Context: an optimization exercise on an open-source flow, tuned for small area, a short achievable clock period and few clock cycles. The choices shown serve that exercise and are no tape-out recipe. RTL that was checked went through simulation tests only; none was proved equivalent to the original. No functional check of the RTL was part of runs 3 to 7. Power and IR drop assume default switching activity.

File: design/flow/design.v
module lenet_engine (
    input  wire        clk,
    input  wire        rst,         
    input  wire        start,
    input  wire [3:0]  op,
    output wire        busy,
    output reg         done,
    output reg         act_re,
    output reg  [14:0] act_raddr,
    input  wire [15:0] act_rdata,
    output reg         act_we,
    output reg  [14:0] act_waddr,
    output reg  [15:0] act_wdata,
    output reg         wt_re,
    output reg  [18:0] wt_raddr,
    input  wire [15:0] wt_rdata
);
    localparam [14:0] IMG_BASE   = 15'd0;
    localparam [14:0] C1_BASE    = 15'd784;
    localparam [14:0] P1_BASE    = 15'd12304;
    localparam [14:0] C2_BASE    = 15'd15184;
    localparam [14:0] P2_BASE    = 15'd17744;
    localparam [14:0] H1_BASE    = 15'd18384;
    localparam [14:0] LOGIT_BASE = 15'd18784;
    localparam [18:0] WC1_BASE = 19'd0;
    localparam [18:0] BC1_BASE = 19'd500;
    localparam [18:0] WC2_BASE = 19'd520;
    localparam [18:0] BC2_BASE = 19'd20520;
    localparam [18:0] WF1_BASE = 19'd20560;
    localparam [18:0] BF1_BASE = 19'd276560;
    localparam [18:0] WF2_BASE = 19'd276960;
    localparam [18:0] BF2_BASE = 19'd280960;
    reg        busy_r;
    reg        run;           
    reg        init;          
    reg  [6:1] st;            
    reg        fwd;           
    assign busy = busy_r;
    wire s_conv = st[1] | st[3];
    wire s_pool = st[2] | st[4];
    wire s_fc   = st[5] | st[6];
    reg [2:0] kx, ky;         
    reg [9:0] z;              
    reg [4:0] ox, oy;         
    reg [8:0] k;              
    reg       k_end;          
    reg [18:0] wsave;         
    reg i_bias;               
    reg i_first;              
    wire [14:0] in_base = ({15{st[1]}} & IMG_BASE) | ({15{st[2]}} & C1_BASE) |
                          ({15{st[3]}} & P1_BASE)  | ({15{st[4]}} & C2_BASE) |
                          ({15{st[5]}} & P2_BASE)  | ({15{st[6]}} & H1_BASE);
    wire [18:0] w_base  = ({19{st[1]}} & WC1_BASE) | ({19{st[3]}} & WC2_BASE) |
                          ({19{st[5]}} & WF1_BASE) | ({19{st[6]}} & WF2_BASE);
    wire [18:0] b_base  = ({19{st[1]}} & BC1_BASE) | ({19{st[3]}} & BC2_BASE) |
                          ({19{st[5]}} & BF1_BASE) | ({19{st[6]}} & BF2_BASE);
    wire [2:0]  kx0 = s_pool ? 3'd3 : 3'd4;
    wire [9:0]  z0  = ({10{st[3]}} & 10'd19) | ({10{st[5]}} & 10'd639) | ({10{st[6]}} & 10'd399);
    wire [4:0]  o0  = ({5{st[1]}} & 5'd23) | ({5{st[2]}} & 5'd11) |
                      ({5{st[3]}} & 5'd7)  | ({5{st[4]}} & 5'd3);
    wire [8:0]  k_last = ({9{st[1] | st[2]}} & 9'd19) | ({9{st[3] | st[4]}} & 9'd39) |
                         ({9{st[5]}} & 9'd399) | ({9{st[6]}} & 9'd9);
    wire kx0_z   = (kx == 3'd0);
    wire ky0_z   = (ky == 3'd0);
    wire z0_z    = (z == 10'd0);
    wire mac_end = z0_z & (s_fc | (kx0_z & ky0_z));
    wire ox_end  = (ox == 5'd0);
    wire oy_end  = (oy == 5'd0);
    wire plane_end = ox_end & oy_end;
    wire out_end = k_end & (s_fc | plane_end);
    wire chan_next = s_fc | plane_end;               
    reg [14:0] a_step;
    always @(*) begin
        a_step = 15'd1;
        if (s_pool) begin
            if (kx == 3'd2) a_step = st[2] ? 15'd23 : 15'd7;          
        end else if (s_conv && kx0_z) begin
            if (!ky0_z)     a_step = st[1] ? 15'd24 : 15'd8;          
            else            a_step = 15'd92;                          
        end
    end
    reg [14:0] o_step;
    always @(*) begin
        if (!ox_end)
            o_step = st[1] ? -15'd115 : st[3] ? -15'd2787 : st[2] ? -15'd23 : -15'd7;
        else
            o_step = st[1] ? -15'd111 : st[3] ? -15'd2783 : 15'd1;
    end
    wire o_load = s_fc | (s_conv & plane_end);      
    wire stage_last = !fwd | st[6];
    wire start_ok = start && !busy_r;
    wire op_run   = (op == 4'd15) || (op >= 4'd1 && op <= 4'd6);
    wire out_step = run & (s_pool ? kx0_z : i_bias);
    always @(posedge clk) begin
        if (rst) begin
            busy_r <= 1'b0;
            run    <= 1'b0;
            init   <= 1'b0;
            act_re <= 1'b0;
            wt_re  <= 1'b0;
            i_bias <= 1'b0;
        end else begin
            if (start_ok) begin
                busy_r <= 1'b1;
                fwd    <= (op == 4'd15);
                st     <= (op == 4'd15) ? 6'b000001 : (6'b000001 << (op[2:0] - 3'd1));
                init   <= op_run;
            end
            if (w_end)
                busy_r <= 1'b0;
            if (init) begin
                init <= 1'b0;
                run  <= 1'b1;
                act_raddr <= in_base;
                wt_raddr  <= w_base;
                wsave     <= w_base;
                i_bias    <= 1'b0;
                act_re    <= 1'b1;
                wt_re     <= !s_pool;
            end else if (run) begin
                if (!s_pool && !i_bias && !mac_end) begin
                    act_raddr <= act_raddr + a_step;
                    wt_raddr  <= wt_raddr + 19'd1;
                end else if (!s_pool && !i_bias) begin
                    i_bias   <= 1'b1;
                    act_re   <= 1'b0;
                    wt_raddr <= b_base + {10'd0, k};
                    if (chan_next)
                        wsave <= wt_raddr + 19'd1;
                    act_raddr <= o_load ? in_base : act_raddr + o_step;
                end else if (s_pool && !kx0_z) begin
                    act_raddr <= act_raddr + a_step;
                end else begin
                    i_bias   <= 1'b0;
                    wt_raddr <= wsave;
                    if (s_pool)
                        act_raddr <= act_raddr + o_step;
                    act_re <= 1'b1;
                    if (out_end) begin
                        act_re <= 1'b0;
                        wt_re  <= 1'b0;
                        run    <= 1'b0;
                        if (!stage_last) begin
                            st   <= st << 1;
                            init <= 1'b1;
                        end
                    end
                end
            end
        end
    end
    always @(posedge clk) begin
        if (init) begin
            kx <= kx0; ky <= 3'd4; z <= z0; ox <= o0; oy <= o0; k <= 9'd0;
            k_end <= 1'b0;
            i_first <= 1'b1;
        end else if (run) begin
            if (out_step) begin
                kx <= kx0; ky <= 3'd4; z <= z0;
                i_first <= 1'b1;
                if (chan_next) begin
                    ox <= o0; oy <= o0; k <= k + 9'd1;
                    k_end <= (k + 9'd1 == k_last);
                end else if (ox_end) begin
                    ox <= o0; oy <= oy - 5'd1;
                end else
                    ox <= ox - 5'd1;
            end else if (!i_bias) begin
                i_first <= 1'b0;
                if (s_fc) begin
                    z <= z - 10'd1;
                end else if (!kx0_z || s_pool) begin
                    kx <= kx - 3'd1;
                end else begin
                    kx <= 3'd4;
                    if (!ky0_z)
                        ky <= ky - 3'd1;
                    else begin
                        ky <= 3'd4;
                        z  <= z - 10'd1;
                    end
                end
            end
        end
    end
    reg d_end, r_end, m_end, a_end, w_end;
    reg d_bias, d_pool, d_first, d_last, d_relu;
    reg r_first, r_last, r_relu, r_pool;
    reg m_first, m_last, m_relu;
    reg fin, fin_relu;
    reg signed [15:0] a_r;
    reg [7:0] bd_one, bd_two, bd_neg;        
    reg [31:0] s_r, c_r;
    reg [31:0] acc;
    wire cmd_end = (out_step && out_end && stage_last) || (start_ok && !op_run);
    wire fin_nx  = m_last || (r_last && r_pool);
    always @(posedge clk) begin
        if (rst) begin
            d_end <= 1'b0; r_end <= 1'b0; m_end <= 1'b0; a_end <= 1'b0; w_end <= 1'b0;
            done  <= 1'b0;
            d_last <= 1'b0; r_last <= 1'b0; m_last <= 1'b0;
            d_pool <= 1'b0; r_pool <= 1'b0;
            fin    <= 1'b0;
            act_we <= 1'b0;
        end else begin
            d_end <= cmd_end;
            r_end <= d_end;
            m_end <= r_end;
            a_end <= m_end;
            w_end <= a_end;
            done  <= w_end;
            d_last <= out_step;
            d_pool <= run && s_pool;
            r_last <= d_last;
            r_pool <= d_pool;
            m_last <= r_last && !r_pool;
            fin    <= fin_nx;
            act_we <= fin;
        end
    end
    wire [16:0] wx = {wt_rdata, 1'b0};
    reg  [7:0] bo, bt, bn;
    integer j;
    always @(*) begin
        for (j = 0; j < 8; j = j + 1) begin
            bo[j] = wx[2*j] ^ wx[2*j+1];
            bt[j] = (wx[2*j+2] ^ wx[2*j+1]) & ~(wx[2*j] ^ wx[2*j+1]);
            bn[j] = wx[2*j+2] & ~(wx[2*j+1] & wx[2*j]);
        end
    end
    reg [31:0] row [0:8];
    reg [16:0] sel;
    integer i2;
    always @(*) begin
        row[8] = 32'hAAAB0000;              
        for (i2 = 0; i2 < 8; i2 = i2 + 1) begin
            sel = bd_one[i2] ? {a_r[15], a_r} : (bd_two[i2] ? {a_r, 1'b0} : 17'd0);
            if (bd_neg[i2]) sel = ~sel;
            row[i2] = {15'd0, ~sel[16], sel[15:0]} << (2*i2);
            row[8]  = row[8] | ({31'd0, bd_neg[i2]} << (2*i2));
        end
    end
    function [63:0] csa;                    
        input [31:0] x, y, w;
        csa = {((x & y) | (x & w) | (y & w)) << 1, x ^ y ^ w};
    endfunction
    wire [63:0] l1a = csa(row[0], row[1], row[2]);
    wire [63:0] l1b = csa(row[3], row[4], row[5]);
    wire [63:0] l1c = csa(row[6], row[7], row[8]);
    wire [63:0] l2a = csa(l1a[31:0], l1a[63:32], l1b[31:0]);
    wire [63:0] l2b = csa(l1b[63:32], l1c[31:0], l1c[63:32]);
    wire [63:0] l3a = csa(l2a[31:0], l2a[63:32], l2b[31:0]);
    wire [63:0] l4a = csa(l3a[31:0], l3a[63:32], l2b[63:32]);
    wire [31:0] acc_in = m_first ? 32'd0 : acc;
    wire [63:0] l5a = csa(acc_in, s_r, c_r);
    wire [31:0] acc_sum = l5a[31:0] + l5a[63:32];
    always @(posedge clk) begin
        d_bias  <= i_bias;
        d_first <= i_first && !i_bias;
        d_relu  <= !s_pool && !st[6];
        a_r <= d_bias ? 16'sd256 : $signed(act_rdata);
        bd_one <= bo; bd_two <= bt; bd_neg <= bn;
        r_first <= d_first; r_relu <= d_relu;
        s_r <= l4a[31:0];
        c_r <= l4a[63:32];
        m_first <= r_first; m_relu <= r_relu;
        acc[31:24] <= acc_sum[31:24];
        acc[7:0]   <= acc_sum[7:0];
        if (r_pool) begin
            if (r_first || (a_r > $signed(acc[23:8])))
                acc[23:8] <= a_r;
        end else
            acc[23:8] <= acc_sum[23:8];
        fin_relu <= r_pool ? 1'b0 : m_relu;
        if (start_ok)
            act_waddr <= (op == 4'd15) ? (C1_BASE - 15'd1) :
                         ({15{op[2:0] == 3'd1}} & (C1_BASE - 15'd1)) |
                         ({15{op[2:0] == 3'd2}} & (P1_BASE - 15'd1)) |
                         ({15{op[2:0] == 3'd3}} & (C2_BASE - 15'd1)) |
                         ({15{op[2:0] == 3'd4}} & (P2_BASE - 15'd1)) |
                         ({15{op[2:0] == 3'd5}} & (H1_BASE - 15'd1)) |
                         ({15{op[2:0] == 3'd6}} & (LOGIT_BASE - 15'd1));
        else if (fin)
            act_waddr <= act_waddr + 15'd1;
        act_wdata <= (fin_relu && acc[31]) ? 16'd0 : acc[23:8];
    end
endmodule
File: design/flow/flow/run.sh
#!/bin/bash
set -euo pipefail
bash standard.sh SETUP_SLACK_MARGIN=6.8 finish > flow_make.log 2>&1
File: design/flow/standard.sh
#!/bin/bash
# synth_recipe.tcl (not shown) runs the flow's synth.tcl, then flattens the netlist and writes it again
# the make line also repeats each setting of config.mk as NAME=value (left out here)
make -C /OpenROAD-flow-scripts/flow DESIGN_CONFIG=/design/flow/config.mk WORK_HOME=/design/flow/orfs CLKGATE_MAP_FILE= SYNTH_SCRIPT=/design/flow/synth_recipe.tcl "${@:-finish}"
File: design/flow/config.mk
export PLATFORM = sky130hd
export DESIGN_NAME = lenet_engine
export DESIGN_NICKNAME = lenet_engine
export VERILOG_FILES = /design/flow/design.v
export SDC_FILE = /design/flow/constraint.sdc
export NUM_CORES = 4
export LEC_CHECK = 0
export ABC_CLOCK_PERIOD_IN_PS = 3000
export CAP_MARGIN = 20
export CORE_MARGIN = 2
export CORE_UTILIZATION = 55
export CTS_CLUSTER_DIAMETER = 100
export CTS_CLUSTER_SIZE = 24
export PLACE_DENSITY = 0.7
export SLEW_MARGIN = 20
File: design/flow/constraint.sdc
create_clock -name core_clock -period 10.0 [get_ports {clk}]
set_input_delay 2.0000 -clock core_clock [delete_from_list [all_inputs] [get_ports {clk}]]
set_output_delay 2.0000 -clock core_clock [all_outputs]
set_load 0.01 [all_outputs]
==> results of run 1 <==
-- cell type report --
| class | instances | area [µm²] |
|---|---|---|
| fillers | 3117 | 13000 |
| clock inverters | 3 | 43.8 |
| flip-flops and latches | 287 | 7020 |
| inverters | 241 | 907 |
| well taps | 511 | 639 |
| multi-input cells | 1750 | 13200 |
| clock buffers | 25 | 498 |
| repair buffers | 282 | 2410 |
-- registers in the layout, indices dropped and copies added, names as in the netlist, 3 cells and up --
name / count
bd_neg: 8
acc: 32
s_r: 32
bd_one: 8
bd_two: 8
act_raddr: 15
a_r: 16
act_waddr: 15
kx: 3
z: 10
wt_raddr: 19
oy: 5
k: 9
c_r: 28
act_wdata: 16
wsave: 19
st: 6
ky: 3
ox: 5
-- worst min path at each step --
stage	from	to	depth (start not counted)
finish	d_relu	r_relu	0
global route	d_relu	r_relu	0
CTS	d_relu	r_relu	0
detailed placement	d_relu	r_relu	0
global placement	d_relu	r_relu	0
floorplan	r_relu	m_relu	0
-- Yosys cell counts (all sizes together) (5+ instances only) --
master	n
a21boi	5
xnor2	150
a221oi	9
and2	7
fa	114
and3	17
xor2	103
dfxtp	173
o221ai	7
nor2b	58
a211oi	9
or2	13
edfxtp	114
a21oi	136
buf	12
inv	241
nand2b	40
nand2	354
o21bai	6
nor2	139
a211o	6
o211ai	13
o21ai	212
clkbuf	125
mux2i	5
nand4	15
ha	150
a22oi	15
or3	8
o21a	15
nand3	28
a31oi	12
nor3	27
a21o	23
-- layer usage --
metal | routed length [µm] | vias to the layer above
met5 | 15 | -
met4 | 2060 | 2
met3 | 3250 | 132
met2 | 27800 | 616
met1 | 23200 | 8358
li1 | - | 8311
-- repair_timing --
| item | in CTS | in global routing |
|---|---|---|
| endpoints found under the setup margin | 210 | 80 |
| buffers inserted | 95 | 63 |
| pin swaps | 11 | 31 |
| gates cloned | 0 | 2 |
| resized for setup | 285 | 127 |
-- kinds of logic (layout without fill, tap and decap cells) --
logic type	Yosys count	in the layout
compound gates	498	498
xor+xnor	253	253
fa+ha+maj	264	264
buf+inv	378	551
flops	287	287
mux	9	9
simple gates	726	726
-- per-stage QoR --
step	hold WS [ns]	cell area, µm²	util	worst slack (ns)
2_1_floorplan	0.310	21200	-	6.80
3_3_place_gp	0.311	22400	0.595	5.86
3_5_place_dp	0.318	22400	0.595	5.84
4_1_cts	0.342	23800	0.633	6.80
5_1_grt	0.355	24700	0.656	6.72
6_report	0.344	24700	0.656	6.80
-- report_power, final --
part | internal, mW | switching [mW]
Clock | 0.377 | 0.407
Sequential | 1.60 | 0.179
Combinational | 1.79 | 2.25
Total | 3.77 | 2.84
==> metrics.md, run 1 <==
| Metric | Value |
|---|---|
| Status | no timing/DRC/antenna violations |
| WL/cell | 18.1 µm |
| Setup TNS | 0 ns |
| Synth Area in Adders | 0.197 |
| Met3 Track Usage GR | 0.0407 |
| TritonRoute pass-1 iters | 5 |
| Synth Area in Simple Gates | 0.158 |
| Met1 Resource Use GR | 0.336 |
| Syn avg cell area | 8.73 µm² |
| Slew HR | 0.437 |
| Most frequent CP cell | o211ai_1 |
| Initial Utilization | 0.560 |
| CP Capture Point | acc[23] |
| Synth Flop Type | dfxtp_1 |
| Worst Setup SP | m_first |
| Yosys cell types | 82 |
| Stages on worst setup path | 12 |
| Hold crit path type | flop to flop |
| Buf+Inv Stages, Crit Path | 2 |
| Vias | 17400 |
| IO Pins | 109 |
| Ranking of synthesized cells by area | dfxtp_1, edfxtp_1, fa_1 |
| Peak supply drop | 202 µV |
| Die Height | 200 µm |
| Crit path capture type | flop |
| Commonest non-fill, non-tap cells in the layout | nand2_1, inv_1, o21ai_0 |
| Fin cells | 3099 |
| Area delta synth->final | 17.2% |
| # DRC | 0 |
| GRT overflow | 0 |
| Most Used Layer, Global Route | met2 |
| FP Rows | 71 |
| Post-synth top area cell | dfxtp_1 |
| Crit-path cells | buf_6 -> nand2b_1 -> fa_1 -> inv_1 -> ha_1 -> o21a_1 -> o211ai_1 -> a21oi_4 -> o211ai_1 -> o211ai_1 -> xnor2_1 -> o21ai_0 |
| Post-synth EDFFs | 114 |
| Reg2reg end | acc[23] |
| Largest net degree at the start of global routing | 69 |
| Finish-stage setup viols | 0 |
| Met2 Use GR | 0.484 |
| Nets | 2881 |
| CP Class | flop to flop |
| Fraction of layout cells with a size suffix above 1 | 0.151 |
| Worst r2r src | m_first |
| Syn nets | 2718 |
| Tmin final | 3.20 ns |
| Drt first-iter violations | 1188 |
| Measured slew at the worst slew-check pin | 0.844 ns |
| Max-cap viol count | 0 |
| Register bit total from synthesis | 287 |
| TritonCTS Buffers | 16 |
| Max Fclk | 0.312 GHz |
| Unrepaired setup endpoints after global routing | true |
| Die width | 200 µm |
| Detail Placement HPWL | 37200 µm |
| Yosys warning total | 2 |
| R2R setup slack | 6.80 ns |
| Maximum clock path buffer count | 3 |
| Vias in the first global route | 17000 |
| First-pass GRT wire length | 86400 µm |
| R2r worst-path depth | 12 |
| Async SR Flop Fraction | 0 |
| Clock Root Buffer | clkbuf_16 |
| Inserted Diodes | 0 |
| Cell count after synthesis | 2415 |
| Post-synth top area share | 0.164 |
| GRT Resource Usage Total | 0.272 |
| Pwr dens | 267 nW/µm² |
| Worst Clk Skew | 0.0249 ns |
| Fin. Hold Viols | 0 |
| Antenna-violating nets left | 0 |
| Post-Synthesis Cell Area | 21100 µm² |
| Crit path largest cell delay | 0.49 ns |
| Initial antenna violation count | 1 |
| Clock H-tree levels | 1 |
| CP max-delay cell | fa_1 |
| Reg clk slew, reported paths | 0.10 ns |
| Die area | 39900 µm² |
| Main combinational cell family by area after synthesis | adder cells |
| Worst-skew pair later-pin latency | 0.53 ns |
| CP Data Required Time | 10.27 ns |
| Commonest non-fill, non-tap cell in the layout | nand2_1 |
| Compound-Gate Fraction of Synth Area | 0.140 |
| Worst EP arrival | 3.47 ns |
| CTS Hold Bufs | 0 |
| Startpoint types | flop |
| Crit Path Max Fanout | 8 |
| Synth Area in XOR/XNOR | 0.105 |
| Total Power | 6.60 mW |
| Leakage power | 10.6 nW |
| Clk sinks | 287 |
| Port Buffers | 108 |
| Final cycle utilization of the critical path | 0.320 |
| CTS tree | done |
| Mux contribution to synthesized area | 0.00451 |
| Final wirelength | 56200 µm |
| Final slew viol count | 0 |
| Delay-heaviest family, CP | compound AO/OA/AOI/OAI gates |
| CORE AREA | 37700 µm² |
| RePlAce Congestion | 0.906 |
| Post-Place Cells | 2911 |
| Vias per cell | 5.62 |
| Seq/Total Area, Yosys | 0.327 |
Testbench counts, summed over its fixed seeds: cycles 7,426,332.
==> run 2, diff against run 1 <==
--- a/design/flow/config.mk
+++ b/design/flow/config.mk
@@ -8,8 +8,8 @@
 export ABC_CLOCK_PERIOD_IN_PS = 3000
 export CAP_MARGIN = 20
 export CORE_MARGIN = 2
-export CORE_UTILIZATION = 55
-export CTS_CLUSTER_DIAMETER = 100
-export CTS_CLUSTER_SIZE = 24
-export PLACE_DENSITY = 0.7
+export CORE_UTILIZATION = 40
+export CTS_BUF_LIST = sky130_fd_sc_hd__clkbuf_16
+export CTS_CLUSTER_DIAMETER = 80
+export CTS_CLUSTER_SIZE = 20
 export SLEW_MARGIN = 20
==> metrics.md, run 2 <==
| Metric | Value |
|---|---|
| Antenna-violating nets left | 0 |
| Worst-skew pair later-pin latency | 0.56 ns |
| Finish-stage setup viols | 0 |
| Drt first-iter violations | 1108 |
| Post-synth EDFFs | 114 |
| Pwr dens | 268 nW/µm² |
| Crit Path Max Fanout | 2 |
| Initial Utilization | 0.403 |
| Seq/Total Area, Yosys | 0.327 |
| Inserted Diodes | 0 |
| Post-Place Cells | 3085 |
| Design Area, Final | 24900 µm² |
| Nets | 2872 |
| Hold crit path type | flop to flop |
| Slew HR | 0.488 |
| Total Power | 6.68 mW |
| Multi-input logic area | 13200 µm² |
| Comb power frac | 0.596 |
| IO Pins | 109 |
| WL/cell | 17.4 µm |
| Register area | 7020 µm² |
| CTS tree | done |
| Peak supply drop | 152 µV |
| Startpoint types | flop |
| Clk sinks | 287 |
| Post-Synthesis Cell Area | 21100 µm² |
| Post-synth top area cell | dfxtp_1 |
| Area delta synth->final | 18.2% |
| Clock Power Share | 0.139 |
| Measured slew at the worst slew-check pin | 0.767 ns |
| Vias in the first global route | 16700 |
| Max-cap viol count | 0 |
| FP Rows | 84 |
| Buf+Inv Stages, Crit Path | 1 |
| Ranking of synthesized cells by area | dfxtp_1, edfxtp_1, fa_1 |
| Largest net degree at the start of global routing | 68 |
| # DRC | 0 |
| Die Height | 234 µm |
| Maximum clock path buffer count | 3 |
| Unrepaired setup endpoints after global routing | true |
| Die area | 54600 µm² |
| Net Switching | 2.85 mW |
| First-pass GRT wire length | 86900 µm |
| Sequential group share of total power | 0.265 |
| Clock H-tree levels | 1 |
| Crit-path cells | buf_2 |
| Largest regs | acc: 32 flops, s_r: 32 flops, c_r: 28 flops |
| Area post-placement | 22600 µm² |
| Syn avg cell area | 8.73 µm² |
| Worst Clk Skew | 0.0193 ns |
| Worst Setup SP | act_raddr[0] |
| Fin. Hold Viols | 0 |
| Post-synth top area share | 0.164 |
| Synth Flop Type | dfxtp_1 |
| CP max-delay cell | edfxtp_1 |
| Initial antenna violation count | 4 |
| RePlAce Congestion | 0.897 |
| TritonCTS Buffers | 23 |
| R2R setup slack | 6.82 ns |
| GRT Resource Usage Total | 0.198 |
| Vias per cell | 5.23 |
| Finished Core Util | 0.476 |
| Commonest non-fill, non-tap cell in the layout | nand2_1 |
| Fraction of layout cells with a size suffix above 1 | 0.155 |
| Max Fclk | 0.311 GHz |
| Syn nets | 2718 |
| Register bit total from synthesis | 287 |
| Delay-heaviest family, CP | flip-flops |
| R2r worst-path depth | 10 |
| Clock Root Buffer | clkbuf_16 |
| Most common cell in the netlist | nand2_1 |
| Final wirelength | 56800 µm |
| Tmin final | 3.22 ns |
| Cell Int Power | 3.83 mW |
| Worst EP arrival | 1.22 ns |
| Leakage power | 10.6 nW |
| Async SR Flop Fraction | 0 |
| Stages on worst setup path | 1 |
| CORE AREA | 52300 µm² |
| TritonRoute pass-1 iters | 6 |
| Reg clk slew, reported paths | 0.08 ns |
| Status | no timing/DRC/antenna violations |
| CP Capture Point | act_raddr[0] |
| Commonest non-fill, non-tap cells in the layout | nand2_1, inv_1, o21ai_0 |
| Final slew viol count | 0 |
| Vias | 17100 |
| CP Data Required Time | 8.00 ns |
| Cell count after synthesis | 2415 |
| Detail Placement HPWL | 38600 µm |
| Reg2reg end | s_r[18] |
| Yosys cell types | 82 |
| CP Class | flop to output pin |
| Setup TNS | 0 ns |
| Yosys warning total | 2 |
| Fin cells | 3273 |
| Crit path largest cell delay | 0.48 ns |
| Fill count | 4971 |
| Crit path capture type | output pin |
| Switching share of power | 0.426 |
| Commonest cells post-synth | nand2_1, inv_1, o21ai_0, dfxtp_1 |
| Die width | 234 µm |
| Port Buffers | 108 |
| Worst r2r src | a_r[10] |
| Final cycle utilization of the critical path | 0.322 |
| GRT overflow | 0 |
-- run 2: cell types whose count changed in the layout (fill, tap and decap cells not counted), moves of 5 or more --
cell,delta
buf_2,+18
clkbuf_2,-14
buf_12,-7
clkbuf_1,-6
inv_1,+5
-- run 2: power groups by stage --
stage               Combinational (mW)  Sequential, mW  Clock, mW
CTS                               3.73            1.78      0.956
floorplan                         2.81            1.72          0
global placement                  3.49            1.82          0
global route                      4.54            1.80       1.00
detailed placement                3.59            1.82          0
finish                            3.98            1.77      0.931
-- run 2: metal layers --
layer,part of all wire,track usage,up-vias
met2,0.47,0.338,560
li1,-,-,8297
met4,0.031,0.0568,8
met1,0.43,0.259,8152
met5,0.00090,0,-
met3,0.065,0.0287,113
-- run 2: repair_timing --
| action | in CTS | in global routing |
|---|---|---|
| gates cloned | 0 | 2 |
| hold buffers | 0 | 0 |
| setup endpoints to repair | 204 | 97 |
| buffers inserted | 82 | 63 |
| resized for setup | 318 | 128 |
| pin swaps | 7 | 52 |
-- run 2: per-stage QoR --
stage / setup slack, ns / hold slack [ns]
2_1_floorplan: 6.80 / 0.310
3_3_place_gp: 6.01 / 0.313
3_5_place_dp: 5.94 / 0.319
4_1_cts: 6.74 / 0.337
5_1_grt: 6.71 / 0.349
6_report: 6.78 / 0.336
-- run 2: final cells by class --
cell class | count | share of cell area
flip-flops and latches | 287 | 0.282
clock inverters | 18 | 0.00633
multi-input cells | 1750 | 0.531
well taps | 688 | 0.0346
clock buffers | 23 | 0.0231
inverters | 241 | 0.0366
repair buffers | 266 | 0.0871
-- run 2: how the worst min path moves through the flow --
stage,startpoint,end,slack [ns],cells past startpoint
2_1_floorplan,r_relu,m_relu,0.31,0
3_3_place_gp,d_relu,r_relu,0.31,0
3_5_place_dp,d_first,r_first,0.32,0
4_1_cts,d_first,r_first,0.34,0
5_1_grt,d_relu,r_relu,0.35,0
6_report,d_first,r_first,0.34,0
-- run 2: cells by family (layout without fill, tap and decap cells) --
group / after synthesis / after routing / synth area share
flip-flops: 287 / 287 / 0.327
multiplexers: 9 / 9 / 0.00451
XOR/XNOR: 253 / 253 / 0.105
AND/OR/NAND/NOR: 726 / 726 / 0.158
adder cells (fa/ha/maj): 264 / 264 / 0.197
buffers and inverters: 378 / 548 / 0.0681
AO/OA/AOI/OAI: 498 / 498 / 0.140
==> run 3, diff against run 2 <==
--- a/design/flow/design.v
+++ b/design/flow/design.v
@@ -234,8 +234,8 @@
     always @(*) begin
         row[8] = 32'hAAAB0000;              
         for (i2 = 0; i2 < 8; i2 = i2 + 1) begin
-            sel = bd_one[i2] ? {a_r[15], a_r} : (bd_two[i2] ? {a_r, 1'b0} : 17'd0);
-            if (bd_neg[i2]) sel = ~sel;
+            sel = (({17{bd_one[i2]}} & {a_r[15], a_r}) | ({17{bd_two[i2]}} & {a_r, 1'b0})) ^
+                  {17{bd_neg[i2]}};
             row[i2] = {15'd0, ~sel[16], sel[15:0]} << (2*i2);
             row[8]  = row[8] | ({31'd0, bd_neg[i2]} << (2*i2));
         end
--- a/design/flow/config.mk
+++ b/design/flow/config.mk
@@ -9,7 +9,6 @@
 export CAP_MARGIN = 20
 export CORE_MARGIN = 2
 export CORE_UTILIZATION = 40
-export CTS_BUF_LIST = sky130_fd_sc_hd__clkbuf_16
-export CTS_CLUSTER_DIAMETER = 80
-export CTS_CLUSTER_SIZE = 20
+export CTS_CLUSTER_DIAMETER = 100
+export CTS_CLUSTER_SIZE = 24
 export SLEW_MARGIN = 20
==> metrics.md, run 3 <==
| Metric | Value |
|---|---|
| Unrepaired setup endpoints after global routing | true |
| Die area | 52700 µm² |
| Leakage power | 10.4 nW |
| Initial Utilization | 0.406 |
| Nets | 2623 |
| Syn nets | 2451 |
| Detail Placement HPWL | 36500 µm |
| Clk sinks | 287 |
| TritonRoute pass-1 iters | 7 |
| Area post-placement | 22000 µm² |
| Crit path largest cell delay | 0.56 ns |
| Yosys warning total | 2 |
| Final wirelength | 52800 µm |
| Area delta synth->final | 19.9% |
| Max-cap viol count | 0 |
| Yosys cell types | 75 |
| CP max-delay cell | fa_2 |
| Cell count after synthesis | 2148 |
| Fraction of layout cells with a size suffix above 1 | 0.184 |
| Post-synth top area share | 0.170 |
| CORE AREA | 50200 µm² |
| Crit path capture type | flop |
| Antenna-violating nets left | 0 |
| Tmin final | 3.33 ns |
| GRT Resource Usage Total | 0.193 |
| Vias in the first global route | 15700 |
| Async SR Flop Fraction | 0 |
| Final cycle utilization of the critical path | 0.333 |
| Finish-stage setup viols | 0 |
| Syn avg cell area | 9.48 µm² |
| Drt first-iter violations | 938 |
| IO Pins | 109 |
| Post-Synthesis Cell Area | 20400 µm² |
| Post-synth top area cell | dfxtp_1 |
| CP Data Required Time | 10.28 ns |
| Register bit total from synthesis | 287 |
| Synth Flop Type | dfxtp_1 |
| Hold crit path type | flop to flop |
| Measured slew at the worst slew-check pin | 1.01 ns |
| Clock H-tree levels | 1 |
| Maximum clock path buffer count | 3 |
| Commonest cells post-synth | inv_1, dfxtp_1, xnor2_1, ha_1 |
| Seq/Total Area, Yosys | 0.338 |
| CTS tree | done |
| Initial antenna violation count | 4 |
| Clock Root Buffer | clkbuf_16 |
| FP Rows | 82 |
| Commonest non-fill, non-tap cells in the layout | inv_1, buf_4, xnor2_1 |
| Post-synth EDFFs | 114 |
| Worst Clk Skew | 0.0358 ns |
| # DRC | 0 |
| Commonest non-fill, non-tap cell in the layout | inv_1 |
| Slew HR | 0.323 |
| Setup TNS | 0 ns |
| WL/cell | 17.6 µm |
| TritonCTS Buffers | 17 |
| First-pass GRT wire length | 83100 µm |
| GRT overflow | 0 |
| Largest regs | acc: 32 flops, s_r: 32 flops, c_r: 28 flops |
| CP Class | flop to flop |
| Reg clk slew, reported paths | 0.09 ns |
| Vias | 15900 |
| Crit-path cells | buf_12 -> nand2b_4 -> fa_2 -> inv_2 -> ha_4 -> a21o_1 -> nand4_1 -> a211oi_2 -> o21ai_2 -> a21oi_4 -> xor2_1 -> mux2_4 |
| Startpoint types | flop |
| Most common cell in the netlist | inv_1 |
| Status | no timing/DRC/antenna violations |
| Largest net degree at the start of global routing | 68 |
| Port Buffers | 108 |
| Worst-skew pair later-pin latency | 0.54 ns |
| Die Height | 230 µm |
| RePlAce Congestion | 0.885 |
| Ranking of synthesized cells by area | dfxtp_1, edfxtp_1, fa_1 |
| Crit Path Max Fanout | 15 |
| Peak supply drop | 192 µV |
| Pwr dens | 294 nW/µm² |
| Final slew viol count | 0 |
| Fin. Hold Viols | 0 |
| Die width | 230 µm |
| Design Area, Final | 24400 µm² |
| Max Fclk | 0.300 GHz |
| Worst EP arrival | 3.61 ns |
| Vias per cell | 5.29 |
==> run 3: final cells by class <==
cell class	instances	area, µm²
multi-input combinational	1491	12900
inverter	241	915
clock inverter	5	63.8
clock buffer	24	455
tap	672	841
timing repair buffer	282	2220
sequential	287	7000
antenna	1	2.50
fill	4595	25800
==> run 3: what timing repair did <==
action / 4_1_cts / 5_1_grt
cloned: 1 / 0
setup endpoints to repair: 170 / 79
pin swaps: 36 / 55
setup buffers: 79 / 76
gates resized for setup: 352 / 107
hold buffers: 0 / 0
==> run 3: critical path, delay by kind of cell (launching register included) <==
| kind | cells | cell delay (ns) |
|---|---|---|
| adder cells (fa/ha/maj) | 2 | 0.81 |
| flip-flops | 1 | 0.37 |
| multiplexers | 1 | 0.28 |
| buffers and inverters | 2 | 0.19 |
| AND/OR/NAND/NOR | 2 | 0.34 |
| AO/OA/AOI/OAI | 4 | 0.98 |
| XOR/XNOR | 1 | 0.11 |
==> run 3: power breakdown <==
group | total [mW] | internal [mW] | switching [mW]
Combinational | 4.63 | 2.20 | 2.42
Clock | 0.762 | 0.334 | 0.428
Sequential | 1.78 | 1.60 | 0.178
Total | 7.17 | 4.14 | 3.03
==> run 3: cells by family (layout without fill, tap and decap cells) <==
logic type / Yosys count / in the layout / share of synthesized area
buf+inv: 370 / 552 / 0.0692
other cells: 0 / 1 / 0
mux: 7 / 7 / 0.00369
flops: 287 / 287 / 0.338
simple gates: 491 / 491 / 0.121
fa+ha+maj: 264 / 264 / 0.204
xor+xnor: 263 / 263 / 0.113
compound gates: 466 / 466 / 0.151
==> run 3: path summary, 6_finish.rpt <==
path              slack (ns)      end    start  depth (start not counted)
setup reg to reg        6.67  acc[16]  m_first                         12
setup / recovery        6.67  acc[16]  m_first                         12
hold / removal          0.35  m_first  r_first                          0
hold reg to reg         0.35  m_first  r_first                          0
==> run 3: through the flow <==
| stage | utilization | setup slack [ns] | instances | hold WS (ns) | power (mW) |
|---|---|---|---|---|---|
| global route | 0.487 | 6.56 | 3003 | 0.346 | 7.85 |
| CTS | 0.466 | 6.63 | 2926 | 0.348 | 6.54 |
| detailed placement | 0.438 | 5.90 | 2817 | 0.322 | 5.36 |
| global placement | 0.438 | 5.93 | 2817 | 0.311 | 5.26 |
| floorplan | - | 6.80 | 2148 | 0.310 | 4.52 |
| finish | 0.487 | 6.67 | 3003 | 0.346 | 7.17 |
==> run 3: layer usage <==
| layer | share of wire | global-route usage | wire length [µm] |
|---|---|---|---|
| met5 | 0.00066 | 0 | 35 |
| met4 | 0.030 | 0.0588 | 1590 |
| met3 | 0.058 | 0.0303 | 3050 |
| met2 | 0.48 | 0.338 | 25500 |
| met1 | 0.43 | 0.244 | 22600 |
==> run 4, diff against run 3 <==
--- a/design/flow/design.v
+++ b/design/flow/design.v
@@ -252,8 +252,7 @@
     wire [63:0] l3a = csa(l2a[31:0], l2a[63:32], l2b[31:0]);
     wire [63:0] l4a = csa(l3a[31:0], l3a[63:32], l2b[63:32]);
     wire [31:0] acc_in = m_first ? 32'd0 : acc;
-    wire [63:0] l5a = csa(acc_in, s_r, c_r);
-    wire [31:0] acc_sum = l5a[31:0] + l5a[63:32];
+    wire [31:0] acc_sum = acc_in + s_r + c_r;
     always @(posedge clk) begin
         d_bias  <= i_bias;
         d_first <= i_first && !i_bias;
==> metrics.md, run 4 <==
| Metric | Value |
|---|---|
| Syn nets | 2348 |
| Crit-path cells | buf_12 -> nor2_4 -> fa_1 -> ha_4 -> and3_4 -> a221oi_4 -> nor2b_1 -> a311o_1 -> a311oi_4 -> and3_4 -> o31ai_2 -> xnor2_1 |
| Post-synth EDFFs | 114 |
| Async SR Flop Fraction | 0 |
| CTS tree | done |
| Worst Setup SP | m_first |
| Vias | 15600 |
| Inserted Diodes | 0 |
| Die width | 227 µm |
| Crit Path Max Fanout | 8 |
| Synth Area in XOR/XNOR | 0.117 |
| Most frequent CP cell | and3_4 |
| Most common cell in the netlist | dfxtp_1 |
| Tmin final | 3.35 ns |
| Vias per cell | 5.40 |
| Nets | 2510 |
| Commonest cells post-synth | dfxtp_1, inv_1, xnor2_1, ha_1, nor2_1 |
| CTS Hold Bufs | 0 |
| Vias in the first global route | 15600 |
| IO Pins | 109 |
| Mux contribution to synthesized area | 0.00207 |
| Die Height | 227 µm |
| FP Rows | 81 |
| TritonRoute pass-1 iters | 7 |
| Synth Area in Adders | 0.209 |
| Yosys cell types | 78 |
| Syn avg cell area | 9.74 µm² |
| Die area | 51600 µm² |
| Worst Clk Skew | 0.0251 ns |
| GRT Resource Usage Total | 0.198 |
| Fin. Hold Viols | 0 |
| Largest net degree at the start of global routing | 62 |
| Yosys warning total | 2 |
| Hold crit path type | flop to flop |
| Design Area, Final | 23700 µm² |
| Max-cap viol count | 0 |
| Drt first-iter violations | 926 |
| Fraction of layout cells with a size suffix above 1 | 0.184 |
| Commonest non-fill, non-tap cell in the layout | inv_1 |
| # DRC | 0 |
| Post-synth top area share | 0.174 |
| Leakage power | 9.75 nW |
| Final wirelength | 52500 µm |
| Largest regs | acc: 32 flops, s_r: 32 flops, c_r: 28 flops |
| Commonest non-fill, non-tap cells in the layout | inv_1, xnor2_1, buf_4 |
| Final cycle utilization of the critical path | 0.335 |
| R2R setup slack | 6.65 ns |
| Register bit total from synthesis | 287 |
| Post-synth top area cell | dfxtp_1 |
| Detail Placement HPWL | 35500 µm |
| CP Class | flop to flop |
| Fill count | 4566 |
| TritonCTS Buffers | 18 |
| R2r worst-path depth | 12 |
| CP Data Required Time | 10.42 ns |
| Reg2reg end | acc[29] |
| First-pass GRT wire length | 82100 µm |
| Finished Core Util | 0.483 |
| Buf+Inv Stages, Crit Path | 1 |
| RePlAce Congestion | 1.00 |
| Reg clk slew, reported paths | 0.10 ns |
| Slew HR | 0.417 |
| Total Power | 6.63 mW |
| Worst-skew pair later-pin latency | 0.54 ns |
| Worst EP arrival | 3.77 ns |
| Pwr dens | 280 nW/µm² |
| Initial antenna violation count | 2 |
| Clk sinks | 287 |
| Area delta synth->final | 19.0% |
| Synth Area in Simple Gates | 0.122 |
| Cell count after synthesis | 2045 |
| CP max-delay cell | fa_1 |
| Register area | 7010 µm² |
| Seq/Total Area, Yosys | 0.346 |
| Main combinational cell family by area after synthesis | adder cells |
| Post-Synthesis Cell Area | 19900 µm² |
| Peak supply drop | 149 µV |
| Worst hold stages | 0 |
| Initial Utilization | 0.406 |
| Worst r2r src | m_first |
| Antenna-violating nets left | 0 |
| Startpoint types | flop |
| Worst hold margin | 0.337 ns |
| Measured slew at the worst slew-check pin | 0.871 ns |
| Status | no timing/DRC/antenna violations |
| Ranking of synthesized cells by area | dfxtp_1, edfxtp_1, fa_1 |
| Delay-heaviest family, CP | compound AO/OA/AOI/OAI gates |
| Area post-placement | 21500 µm² |
| Crit path largest cell delay | 0.56 ns |
| Hold path start | d_relu |
| Maximum clock path buffer count | 3 |
| Hold Path End | r_relu |
| Unrepaired setup endpoints after global routing | true |
| WL/cell | 18.2 µm |
| Crit path capture type | flop |
| Final slew viol count | 0 |
| Setup TNS | 0 ns |
| Port Buffers | 108 |
| Finish-stage setup viols | 0 |
| Multi-input logic area | 12500 µm² |
| Synth Flop Type | dfxtp_1 |
| Clock H-tree levels | 1 |
| GRT overflow | 0 |
| Compound-Gate Fraction of Synth Area | 0.149 |
| Max Fclk | 0.298 GHz |
| Clock Root Buffer | clkbuf_16 |
| CORE AREA | 49100 µm² |
==> run 4: what timing repair did <==
item	in CTS	in global routing
gates resized for setup	330	116
cloned	1	1
buffers inserted	67	67
pin swaps	15	40
setup endpoints to repair	184	98
==> run 4: cell type report <==
class / instances / share of cell area
Inverter: 166 / 0.0265
Clock inverter: 6 / 0.00338
Clock buffer: 25 / 0.0219
Tap cell: 664 / 0.0351
Sequential cell: 287 / 0.296
Multi-Input combinational cell: 1472 / 0.529
Timing Repair Buffer: 262 / 0.0887
==> run 4: power breakdown <==
group / internal [mW] / switching, mW / leakage, nW / total [mW]
Sequential: 1.61 / 0.188 / 2.53 / 1.80
Clock: 0.384 / 0.446 / 0.292 / 0.830
Combinational: 1.87 / 2.13 / 6.92 / 4.00
Total: 3.86 / 2.77 / 9.75 / 6.63
==> run 4: logic make-up (layout without fill, tap and decap cells) <==
| logic type | Yosys count | count (layout) |
|---|---|---|
| AOI/OAI and AO/OA | 449 | 449 |
| muxes | 4 | 4 |
| DFF | 287 | 287 |
| buffers and inverters | 286 | 459 |
| xor gates and xnor gates | 267 | 267 |
| adders and majority gates | 264 | 264 |
| and+or+nand+nor | 488 | 488 |
==> run 4: worst register-to-register path, cell delays in order, from the launching register on <==
cell and delay [ns]:
dfxtp_4 0.42, buf_12 0.16, nor2_4 0.04, fa_1 0.56, ha_4 0.24, and3_4 0.16, a221oi_4 0.31, nor2b_1 0.09
a311o_1 0.36, a311oi_4 0.38, and3_4 0.30, o31ai_2 0.09, xnor2_1 0.13
==> run 4: worst max path at each step <==
stage                         endpoint  cells after the start
after global routing           acc[31]                     12
after floorplan            wt_raddr[0]                      2
final                          acc[29]                     12
after detailed placement  act_waddr[0]                      4
after CTS                      acc[19]                     13
after global placement    act_waddr[0]                      4
==> run 4: stage by stage <==
stage | instances | worst slack, ns
6_report | 2882 | 6.65
4_1_cts | 2814 | 6.63
5_1_grt | 2882 | 6.56
2_1_floorplan | 2045 | 6.80
3_3_place_gp | 2715 | 5.78
3_5_place_dp | 2715 | 5.69
==> run 4: routing by layer <==
layer  routed length (µm)  global-route usage  up-vias
li1                     -                   -     7347
met1                22200               0.250     7630
met2                25700               0.350      477
met3                 2990              0.0293      114
met4                 1510              0.0592        4
met5                   31                   0        -
==> run 5, diff against run 4 <==
==> design/flow/flow/run.sh (replaced) <==
#!/bin/bash
set -euo pipefail
bash standard.sh SETUP_SLACK_MARGIN=6.9 finish > flow_make.log 2>&1
==> metrics.md, run 5 <==
| Metric | Value |
|---|---|
| Fraction of layout cells with a size suffix above 1 | 0.245 |
| Reg clk slew, reported paths | 0.09 ns |
| Comb power frac | 0.607 |
| Detail Placement HPWL | 36600 µm |
| Area post-placement | 21600 µm² |
| Drt first-iter violations | 898 |
| Crit path capture type | flop |
| Startpoint types | flop |
| Most common cell in the netlist | dfxtp_1 |
| Clock Power Share | 0.119 |
| Peak supply drop | 144 µV |
| Die area | 51600 µm² |
| R2R setup slack | 6.73 ns |
| Final worst slack | 6.73 ns |
| Max-cap viol count | 0 |
| Final wirelength | 55600 µm |
| CP Class | flop to flop |
| Vias in the first global route | 15600 |
| Largest net degree at the start of global routing | 62 |
| Worst Setup SP | m_first |
| CORE AREA | 49100 µm² |
| Initial Utilization | 0.406 |
| Initial antenna violation count | 3 |
| TritonCTS Buffers | 17 |
| R2r worst-path depth | 13 |
| Cell Int Power | 3.78 mW |
| Fin cells | 2938 |
| Total Power | 6.53 mW |
| Nets | 2567 |
| GRT overflow | 0 |
| Max Fclk | 0.306 GHz |
| Cell count after synthesis | 2045 |
| Slew HR | 0.437 |
| TritonRoute pass-1 iters | 6 |
| Inserted Diodes | 0 |
| Port Buffers | 108 |
| Syn nets | 2348 |
| Clock Root Buffer | clkbuf_16 |
| Worst Clk Skew | 0.0219 ns |
| Vias per cell | 5.38 |
| Ranking of synthesized cells by area | dfxtp_1, edfxtp_1, fa_1 |
| CTS tree | done |
| CP Data Required Time | 10.46 ns |
| WL/cell | 18.9 µm |
| Measured slew at the worst slew-check pin | 0.845 ns |
| Status | no timing/DRC/antenna violations |
| Area delta synth->final | 22.9% |
| Clk sinks | 287 |
| Commonest non-fill, non-tap cells in the layout | buf_4, inv_1, xnor2_1 |
| Switching share of power | 0.422 |
| Die Height | 227 µm |
| Worst r2r src | m_first |
| RePlAce Congestion | 0.852 |
| Commonest non-fill, non-tap cell in the layout | buf_4 |
| Final slew viol count | 0 |
| Post-synth EDFFs | 114 |
| CTS Hold Bufs | 0 |
| Post-synth top area cell | dfxtp_1 |
| FP Rows | 81 |
| Reg2reg end | acc[29] |
| Final cycle utilization of the critical path | 0.327 |
| Placement Setup Slack | 5.88 ns |
| Seq/Total Area, Yosys | 0.346 |
| Finish-stage setup viols | 0 |
| Net Switching | 2.75 mW |
| Tmin final | 3.27 ns |
| First-pass GRT wire length | 85000 µm |
| Worst EP arrival | 3.73 ns |
| Maximum clock path buffer count | 3 |
| Yosys warning total | 2 |
| Async SR Flop Fraction | 0 |
| Commonest cells post-synth | dfxtp_1, inv_1, xnor2_1, ha_1, nor2_1 |
| Pwr dens | 267 nW/µm² |
| Sequential group share of total power | 0.273 |
| Finished Core Util | 0.499 |
| Register bit total from synthesis | 287 |
| IO Pins | 109 |
| Syn avg cell area | 9.74 µm² |
| Setup TNS | 0 ns |
| Yosys cell types | 78 |
| Synth Flop Type | dfxtp_1 |
| Vias | 15800 |
| Unrepaired setup endpoints after global routing | true |
| Worst-skew pair later-pin latency | 0.53 ns |
| Design Area, Final | 24500 µm² |
| # DRC | 0 |
| Leakage power | 10.1 nW |
| Post-Place Cells | 2719 |
| Antenna-violating nets left | 0 |
| Post-synth top area share | 0.174 |
| GRT Resource Usage Total | 0.208 |
| Worst hold margin | 0.332 ns |
| Post-Synthesis Cell Area | 19900 µm² |
| Largest regs | acc: 32 flops, s_r: 32 flops, c_r: 28 flops |
| Die width | 227 µm |
| Hold crit path type | flop to flop |
| Crit Path Max Fanout | 7 |
| Clock H-tree levels | 1 |
| Fin. Hold Viols | 0 |
| CP Capture Point | acc[29] |
run 5: cell counts after synthesis:
No cell type changed its count.
run 5: worst min-delay path by stage:
| stage | from | endpoint | cells past startpoint |
|---|---|---|---|
| 5_1_grt | d_first | r_first | 0 |
| 2_1_floorplan | r_relu | m_relu | 0 |
| 6_report | d_first | r_first | 0 |
| 4_1_cts | d_first | r_first | 0 |
| 3_5_place_dp | d_first | r_first | 0 |
| 3_3_place_gp | r_relu | m_relu | 0 |
run 5: timing repair:
action / 4_1_cts / 5_1_grt
resized for setup: 425 / 175
buffers inserted: 96 / 94
setup endpoints to repair: 214 / 140
pin swaps: 17 / 96
gates cloned: 0 / 0
run 5: cells by family (layout without fill, tap and decap cells):
family | count (synthesis) | count (layout) | synth area share
and+or+nand+nor | 488 | 488 | 0.122
AOI/OAI and AO/OA | 449 | 449 | 0.149
DFF | 287 | 287 | 0.346
buffers and inverters | 286 | 515 | 0.0549
xor gates and xnor gates | 267 | 267 | 0.117
adders and majority gates | 264 | 264 | 0.209
muxes | 4 | 4 | 0.00207
run 5: power by group through the flow:
stage | sequential (mW) | combinational, mW | clock [mW]
detailed placement | 1.84 | 3.39 | 0
global route | 1.82 | 4.50 | 0.840
floorplan | 1.76 | 2.58 | 0
global placement | 1.83 | 3.31 | 0
CTS | 1.79 | 3.63 | 0.804
finish | 1.78 | 3.97 | 0.780
run 5: cell type report:
class | count | area (µm²)
clock inverter | 7 | 87.6
multi-input combinational | 1472 | 12900
fill | 4546 | 24600
timing repair buffer | 320 | 2560
inverter | 166 | 629
tap | 664 | 831
clock buffer | 22 | 444
sequential | 287 | 7010
run 5: worst max-delay path: stages (launching register included):
cell and delay (ns):
dfxtp_4 0.42, buf_8 0.15, nor2b_2 0.05, fa_2 0.54, inv_2 0.04, fa_2 0.36
nor2b_4 0.16, o31ai_4 0.07, a21oi_2 0.24, a311o_1 0.37, a311oi_4 0.16, and3_4 0.22
o31ai_2 0.28, xnor2_1 0.14
run 5: per-layer routing:
metal / GRT usage / share of wire / vias up
met3: 0.0279 / 0.065 / 111
met4: 0.0567 / 0.027 / 6
li1: - / - / 7474
met5: 0 / 0.00079 / -
met1: 0.277 / 0.43 / 7687
met2: 0.353 / 0.47 / 541
==> run 6, diff against run 5 <==
--- a/design/flow/design.v
+++ b/design/flow/design.v
@@ -192,6 +192,8 @@
     reg [7:0] bd_one, bd_two, bd_neg;        
     reg [31:0] s_r, c_r;
     reg [31:0] acc;
+    reg signed [15:0] pm;                    
+    reg fin_pool;
     wire cmd_end = (out_step && out_end && stage_last) || (start_ok && !op_run);
     wire fin_nx  = m_last || (r_last && r_pool);
     always @(posedge clk) begin
@@ -234,8 +236,8 @@
     always @(*) begin
         row[8] = 32'hAAAB0000;              
         for (i2 = 0; i2 < 8; i2 = i2 + 1) begin
-            sel = (({17{bd_one[i2]}} & {a_r[15], a_r}) | ({17{bd_two[i2]}} & {a_r, 1'b0})) ^
-                  {17{bd_neg[i2]}};
+            sel = bd_one[i2] ? {a_r[15], a_r} : (bd_two[i2] ? {a_r, 1'b0} : 17'd0);
+            if (bd_neg[i2]) sel = ~sel;
             row[i2] = {15'd0, ~sel[16], sel[15:0]} << (2*i2);
             row[8]  = row[8] | ({31'd0, bd_neg[i2]} << (2*i2));
         end
@@ -252,7 +254,8 @@
     wire [63:0] l3a = csa(l2a[31:0], l2a[63:32], l2b[31:0]);
     wire [63:0] l4a = csa(l3a[31:0], l3a[63:32], l2b[63:32]);
     wire [31:0] acc_in = m_first ? 32'd0 : acc;
-    wire [31:0] acc_sum = acc_in + s_r + c_r;
+    wire [63:0] l5a = csa(acc_in, s_r, c_r);
+    wire [31:0] acc_sum = l5a[31:0] + l5a[63:32];
     always @(posedge clk) begin
         d_bias  <= i_bias;
         d_first <= i_first && !i_bias;
@@ -263,14 +266,11 @@
         s_r <= l4a[31:0];
         c_r <= l4a[63:32];
         m_first <= r_first; m_relu <= r_relu;
-        acc[31:24] <= acc_sum[31:24];
-        acc[7:0]   <= acc_sum[7:0];
-        if (r_pool) begin
-            if (r_first || (a_r > $signed(acc[23:8])))
-                acc[23:8] <= a_r;
-        end else
-            acc[23:8] <= acc_sum[23:8];
-        fin_relu <= r_pool ? 1'b0 : m_relu;
+        acc <= acc_sum;
+        if (r_pool && (r_first || (a_r > pm)))
+            pm <= a_r;
+        fin_relu <= m_relu;
+        fin_pool <= r_pool;
         if (start_ok)
             act_waddr <= (op == 4'd15) ? (C1_BASE - 15'd1) :
                          ({15{op[2:0] == 3'd1}} & (C1_BASE - 15'd1)) |
@@ -281,6 +281,6 @@
                          ({15{op[2:0] == 3'd6}} & (LOGIT_BASE - 15'd1));
         else if (fin)
             act_waddr <= act_waddr + 15'd1;
-        act_wdata <= (fin_relu && acc[31]) ? 16'd0 : acc[23:8];
+        act_wdata <= fin_pool ? pm : (fin_relu && acc[31]) ? 16'd0 : acc[23:8];
     end
 endmodule
==> design/flow/flow/run.sh (replaced) <==
#!/bin/bash
set -euo pipefail
bash standard.sh SETUP_SLACK_MARGIN=6.5 finish > flow_make.log 2>&1
==> metrics.md, run 6 <==
| Metric | Value |
|---|---|
| Buf+Inv Stages, Crit Path | 1 |
| Fill count | 4973 |
| Fin. Hold Viols | 0 |
| Crit path capture type | output pin |
| CP Class | flop to output pin |
| Slew HR | 0.294 |
| Final slew viol count | 0 |
| Ranking of synthesized cells by area | dfxtp_1, edfxtp_1, fa_1 |
| GRT Resource Usage Total | 0.187 |
| Commonest non-fill, non-tap cell in the layout | inv_1 |
| Maximum clock path buffer count | 3 |
| # DRC | 0 |
| Die Height | 233 µm |
| CP Data Required Time | 8.00 ns |
| Post-synth top area share | 0.182 |
| TritonRoute pass-1 iters | 5 |
| CP max-delay cell | clkdlybuf4s50_1 |
| Startpoint types | flop |
| Post-synth EDFFs | 114 |
| Delay-heaviest family, CP | buffers and inverters |
| Crit Path Max Fanout | 2 |
| CTS tree | done |
| Finished Core Util | 0.464 |
| Clock Root Buffer | clkbuf_16 |
| Hold crit path type | flop to flop |
| Peak supply drop | 124 µV |
| WL/cell | 16.5 µm |
| Worst Clk Skew | 0.0259 ns |
| Post-synth top area cell | dfxtp_1 |
| Yosys warning total | 2 |
| Clk sinks | 304 |
| Measured slew at the worst slew-check pin | 1.06 ns |
| Die width | 233 µm |
| Leakage power | 10.3 nW |
| Async SR Flop Fraction | 0 |
| Register area | 7290 µm² |
| Syn nets | 2587 |
| Yosys cell types | 65 |
| First-pass GRT wire length | 82500 µm |
| Drt first-iter violations | 910 |
| Compound-Gate Fraction of Synth Area | 0.138 |
| Cell Int Power | 3.52 mW |
| Detail Placement HPWL | 36800 µm |
| FP Rows | 83 |
| Worst-skew pair later-pin latency | 0.54 ns |
| Antenna-violating nets left | 0 |
| Comb power frac | 0.557 |
| Sequential group share of total power | 0.302 |
| TritonCTS Buffers | 18 |
| Tmin final | 3.44 ns |
| Area delta synth->final | 14.5% |
| Status | no timing/DRC/antenna violations |
| Synth Flop Type | dfxtp_1 |
| Clock H-tree levels | 1 |
| Max-cap viol count | 0 |
| Vias per cell | 5.18 |
| Commonest non-fill, non-tap cells in the layout | inv_1, nand2_1, xnor2_1 |
| Die area | 54100 µm² |
| CORE AREA | 51500 µm² |
| Main combinational cell family by area after synthesis | adder cells |
| Unrepaired setup endpoints after global routing | true |
| Most common cell in the netlist | inv_1 |
| Crit path largest cell delay | 0.54 ns |
| Register bit total from synthesis | 304 |
| Largest net degree at the start of global routing | 68 |
| Synth Area in XOR/XNOR | 0.107 |
| Worst hold stages | 0 |
| Reg clk slew, reported paths | 0.09 ns |
| Clock Power Share | 0.141 |
| IO Pins | 109 |
| Switching share of power | 0.408 |
| Post-Synthesis Cell Area | 20900 µm² |
| Initial antenna violation count | 0 |
| Nets | 2680 |
| R2r worst-path depth | 15 |
| Final cycle utilization of the critical path | 0.344 |
| Syn avg cell area | 9.15 µm² |
| Synth Area in Simple Gates | 0.141 |
| Stages on worst setup path | 1 |
| Net Switching | 2.43 mW |
| Setup TNS | 0 ns |
| Port Buffers | 108 |
| Seq/Total Area, Yosys | 0.346 |
| Multi-input logic area | 12500 µm² |
| Final wirelength | 50500 µm |
| Fraction of layout cells with a size suffix above 1 | 0.0858 |
| Cell count after synthesis | 2284 |
| Commonest cells post-synth | inv_1, nand2_1, dfxtp_1, xnor2_1, ha_1 |
| Vias in the first global route | 16000 |
| CTS Hold Bufs | 0 |
| Max Fclk | 0.290 GHz |
| Synth Area in Adders | 0.199 |
| Crit-path cells | clkdlybuf4s50_1 |
| RePlAce Congestion | 0.879 |
| Pwr dens | 249 nW/µm² |
| Worst EP arrival | 1.44 ns |
| Largest regs | acc: 32 flops, s_r: 32 flops, c_r: 28 flops |
| Initial Utilization | 0.406 |
| Inserted Diodes | 0 |
| Vias | 15900 |
| Mux contribution to synthesized area | 0.00293 |
| GRT overflow | 0 |
| Finish-stage setup viols | 0 |
[run 6: changes by cell type after synthesis, moves of 8 or more]
cell | before | now
xor2_1 | 114 | 93
a22o_1 | 0 | 16
o21ai_0 | 82 | 140
o211ai_1 | 4 | 14
nand2b_1 | 17 | 32
xnor2_1 | 153 | 162
a211oi_1 | 8 | 17
inv_1 | 165 | 243
nand2_1 | 110 | 229
a22oi_1 | 132 | 69
dfxtp_1 | 173 | 190
nor3_1 | 29 | 37
clkbuf_1 | 105 | 119
[run 6: repair_timing]
action,in CTS,in global routing
endpoints found under the setup margin,106,86
pin swaps,4,12
setup buffers,49,16
cloned,0,1
resized for setup,68,76
[run 6: stage by stage]
| step | std cells | setup slack [ns] | hold WS [ns] | area [µm²] | total power [mW] |
|---|---|---|---|---|---|
| after global routing | 3069 | 6.43 | 0.341 | 23900 | 6.57 |
| after global placement | 2971 | 5.74 | 0.315 | 22500 | 4.91 |
| after CTS | 3052 | 6.50 | 0.337 | 23600 | 5.89 |
| after detailed placement | 2971 | 5.64 | 0.314 | 22500 | 4.97 |
| after floorplan | 2284 | 6.50 | 0.310 | 20900 | 4.18 |
| final | 3069 | 6.56 | 0.338 | 23900 | 5.95 |
[run 6: cell type report]
type                       count  area share
inverter                     243      0.0383
tap                          680      0.0356
clock inverter                 6     0.00377
multi-input combinational   1614       0.523
sequential                   304       0.305
clock buffer                  26      0.0214
timing repair buffer         196      0.0736
[run 6: power by group through the flow]
stage / sequential (mW) / clock [mW] / combinational, mW
2_1_floorplan: 1.76 / 0 / 2.42
3_3_place_gp: 1.84 / 0 / 3.08
3_5_place_dp: 1.84 / 0 / 3.14
4_1_cts: 1.80 / 0.868 / 3.23
5_1_grt: 1.83 / 0.916 / 3.82
6_report: 1.80 / 0.840 / 3.31
[run 6: worst paths after layout]
| path | startpoint | endpoint | slack, ns |
|---|---|---|---|
| worst max register to register | m_first | acc[31] | 6.64 |
| worst min register to register | d_relu | r_relu | 0.34 |
| worst min-delay path | d_relu | r_relu | 0.34 |
| worst max-delay path | act_waddr[9] | act_waddr[9] | 6.56 |
[run 6: kinds of logic (layout without fill, tap and decap cells)]
kind of cell / Yosys count / in the layout
compound gates: 462 / 462
xor+xnor: 255 / 255
fa+ha+maj: 264 / 264
buf+inv: 367 / 471
flops: 304 / 304
mux: 6 / 6
simple gates: 626 / 627
[run 6: per-layer routing]
metal	vias to the layer above	GRT usage	wire length, µm
met2	353	0.334	24900
met1	7685	0.241	22600
met4	0	0.0422	846
li1	7815	-	-
met3	58	0.0218	2190
met5	-	0	0
==> run 7, diff against run 6 <==
==> design/flow/flow/run.sh (replaced) <==
#!/bin/bash
set -euo pipefail
bash standard.sh SETUP_SLACK_MARGIN=7.0 finish > flow_make.log 2>&1
==> metrics.md, run 7 <==
| Metric | Value |
|---|---|
| Clk sinks | 304 |
| GRT Resource Usage Total | 0.205 |
| Fill count | 4644 |
| Drt first-iter violations | 1001 |
| Commonest cells post-synth | inv_1, nand2_1, dfxtp_1, xnor2_1, ha_1 |
| Fraction of layout cells with a size suffix above 1 | 0.263 |
| Post-Place Cells | 2965 |
| TritonCTS Buffers | 17 |
| Crit Path Max Fanout | 7 |
| Setup TNS | 0 ns |
| Finished Core Util | 0.515 |
| Largest regs | acc: 32 flops, s_r: 32 flops, c_r: 28 flops |
| Async SR Flop Fraction | 0 |
| Crit path capture type | flop |
| Post-synth EDFFs | 114 |
| Largest net degree at the start of global routing | 68 |
| Clock Root Buffer | clkbuf_16 |
| Vias in the first global route | 17000 |
| Post-synth top area share | 0.182 |
| Commonest non-fill, non-tap cell in the layout | nand2_1 |
| Register bit total from synthesis | 304 |
| Post-synth top area cell | dfxtp_1 |
| Status | no timing/DRC/antenna violations |
| Finish-stage setup viols | 0 |
| Initial Utilization | 0.406 |
| GRT overflow | 0 |
| Startpoint types | flop |
| Antenna-violating nets left | 0 |
| Pwr dens | 252 nW/µm² |
| Final wirelength | 57800 µm |
| Vias per cell | 5.28 |
| Worst Clk Skew | 0.0246 ns |
| Die Height | 233 µm |
| Fin cells | 3230 |
| Tmin final | 3.21 ns |
| Syn nets | 2587 |
| CORE AREA | 51500 µm² |
| Cell count after synthesis | 2284 |
| Slew HR | 0.396 |
| Syn avg cell area | 9.15 µm² |
| Maximum clock path buffer count | 3 |
| FP Rows | 83 |
| Seq/Total Area, Yosys | 0.346 |
| IO Pins | 109 |
| Ranking of synthesized cells by area | dfxtp_1, edfxtp_1, fa_1 |
| Leakage power | 11.2 nW |
| CP Class | flop to flop |
| CTS tree | done |
| Inserted Diodes | 0 |
| Unrepaired setup endpoints after global routing | true |
| Initial antenna violation count | 3 |
| Nets | 2843 |
| RePlAce Congestion | 0.897 |
| Detail Placement HPWL | 37600 µm |
| Worst EP arrival | 3.63 ns |
| Measured slew at the worst slew-check pin | 0.899 ns |
| Max-cap viol count | 0 |
| Peak supply drop | 151 µV |
| Reg clk slew, reported paths | 0.10 ns |
| Die width | 233 µm |
| Yosys cell types | 65 |
| Max Fclk | 0.312 GHz |
| Final slew viol count | 0 |
| Hold crit path type | flop to flop |
| Area delta synth->final | 26.8% |
| Vias | 17000 |
| Worst hold margin | 0.330 ns |
| Most common cell in the netlist | inv_1 |
| Port Buffers | 108 |
| Yosys warning total | 2 |
| Final cycle utilization of the critical path | 0.321 |
| First-pass GRT wire length | 89300 µm |
| CP Data Required Time | 10.42 ns |
| # DRC | 0 |
| Die area | 54100 µm² |
| Fin. Hold Viols | 0 |
| Synth Flop Type | dfxtp_1 |
| TritonRoute pass-1 iters | 7 |
| WL/cell | 17.9 µm |
| Post-Synthesis Cell Area | 20900 µm² |
| Clock H-tree levels | 1 |
| Worst-skew pair later-pin latency | 0.53 ns |
| Commonest non-fill, non-tap cells in the layout | nand2_1, inv_1, buf_4 |
==> run 7: cell counts after synthesis <==
Identical to the previous run, type by type.
==> run 7: per-layer routing <==
| layer | vias up | global-route usage | wire, µm |
|---|---|---|---|
| li1 | 8160 | - | - |
| met1 | 8272 | 0.258 | 24500 |
| met2 | 500 | 0.364 | 28700 |
| met3 | 103 | 0.0257 | 2980 |
| met4 | 4 | 0.0665 | 1610 |
| met5 | - | 0 | 27 |
==> run 7: cell type report <==
type,instances,area [µm²],share of cell area
Multi-Input combinational cell,1614,13700,0.518
Clock buffer,25,465,0.0176
Sequential cell,304,7370,0.278
Inverter,243,923,0.0348
Tap cell,680,851,0.0321
Timing Repair Buffer,360,3130,0.118
Clock inverter,4,36.3,0.00137
==> run 7: critical path, cell delays in order, from the launching register on <==
cell      delay [ns]
dfxtp_4         0.39
buf_6           0.14
nand2b_4        0.14
fa_1            0.50
inv_2           0.05
ha_4            0.23
buf_6           0.12
or3_1           0.34
o211ai_1        0.15
a21oi_2         0.12
o211ai_1        0.18
buf_4           0.17
o311ai_4        0.11
a311o_1         0.35
xnor2_1         0.12
==> run 7: per-stage QoR <==
stage                     setup slack [ns]  power [mW]  area, µm²
after floorplan                       6.95        4.23      21700
after global placement                6.02        4.92      22800
after detailed placement              5.95        5.00      22800
after CTS                             6.77        6.31      25300
after global routing                  6.61        7.24      26500
final                                 6.79        6.67      26500
==> run 7: worst paths after layout <==
path	start	end	slack, ns	cells past startpoint
hold / removal	r_relu	m_relu	0.33	0
hold reg to reg	r_relu	m_relu	0.33	0
setup reg to reg	m_first	acc[31]	6.79	14
setup / recovery	m_first	acc[31]	6.79	14
==> run 7: timing repair <==
action	in CTS	in global routing
hold buffers	0	0
pin swaps	99	120
setup buffers	174	59
gates cloned	1	2
gates resized for setup	521	198
endpoints found under the setup margin	242	161
==> run 7: power by group <==
part | total (mW) | switching, mW | internal, mW
registers | 1.79 | 0.166 | 1.63
logic | 4.11 | 2.16 | 1.95
clock network | 0.762 | 0.428 | 0.334
total | 6.67 | 2.76 | 3.91
==> run 7: cell families after synthesis <==
group                    count (synthesis)  share of synthesized area
buffers and inverters                  367                     0.0660
AND/OR/NAND/NOR                        626                      0.141
adder cells (fa/ha/maj)                264                      0.199
XOR/XNOR                               255                      0.107
multiplexers                             6                    0.00293
AO/OA/AOI/OAI                          462                      0.138
flip-flops                             304                      0.346

==> separate check: timing with driven ports <==
How much do the figures lean on ideal ports? The routed layouts below were timed once more, with nothing changed but the port constraints. Step 1, drivers: a clkbuf_16 drives clk and a buf_2 each remaining input, both assumed. Step 2 adds t to the input delays and takes it off the output delays; t is the mean of the earliest and latest rising clock arrival at the registers after step 1. Input paths then give back, and output paths get back, about the clock's delay inside the block. Three values: ideal ports, drivers, drivers and shift; two values: the first two.
run | t (ns) | setup slack, ns | worst hold slack (ns) | slew at the worst register clock pin (ns) | worst slew at a driven data input, ns
run 1 | 0.573 | 6.799 / 6.759 / 6.294 | 0.344 / 0.344 / 0.344 | 0.10 / 0.10 | 0.09
run 2 | 0.611 | 6.782 / 6.724 / 6.361 | 0.336 / 0.336 / 0.336 | 0.09 / 0.09 | 0.10
run 3 | 0.580 | 6.667 / 6.667 / 6.365 | 0.346 / 0.346 / 0.346 | 0.11 / 0.11 | 0.09
run 4 | 0.583 | 6.649 / 6.649 / 6.351 | 0.337 / 0.337 / 0.337 | 0.10 / 0.10 | 0.09
run 5 | 0.581 | 6.730 / 6.730 / 6.374 | 0.332 / 0.332 / 0.332 | 0.10 / 0.10 | 0.09
run 6 | 0.581 | 6.557 / 6.503 / 6.172 | 0.338 / 0.338 / 0.338 | 0.10 / 0.10 | 0.10
run 7 | 0.577 | 6.790 / 6.777 / 6.501 | 0.330 / 0.330 / 0.330 | 0.10 / 0.10 | 0.09
After both steps setup and hold are still met in every run listed. The setup slack of run 1, which loses most, moves by -0.040 ns with the drivers and by -0.505 ns with both steps.
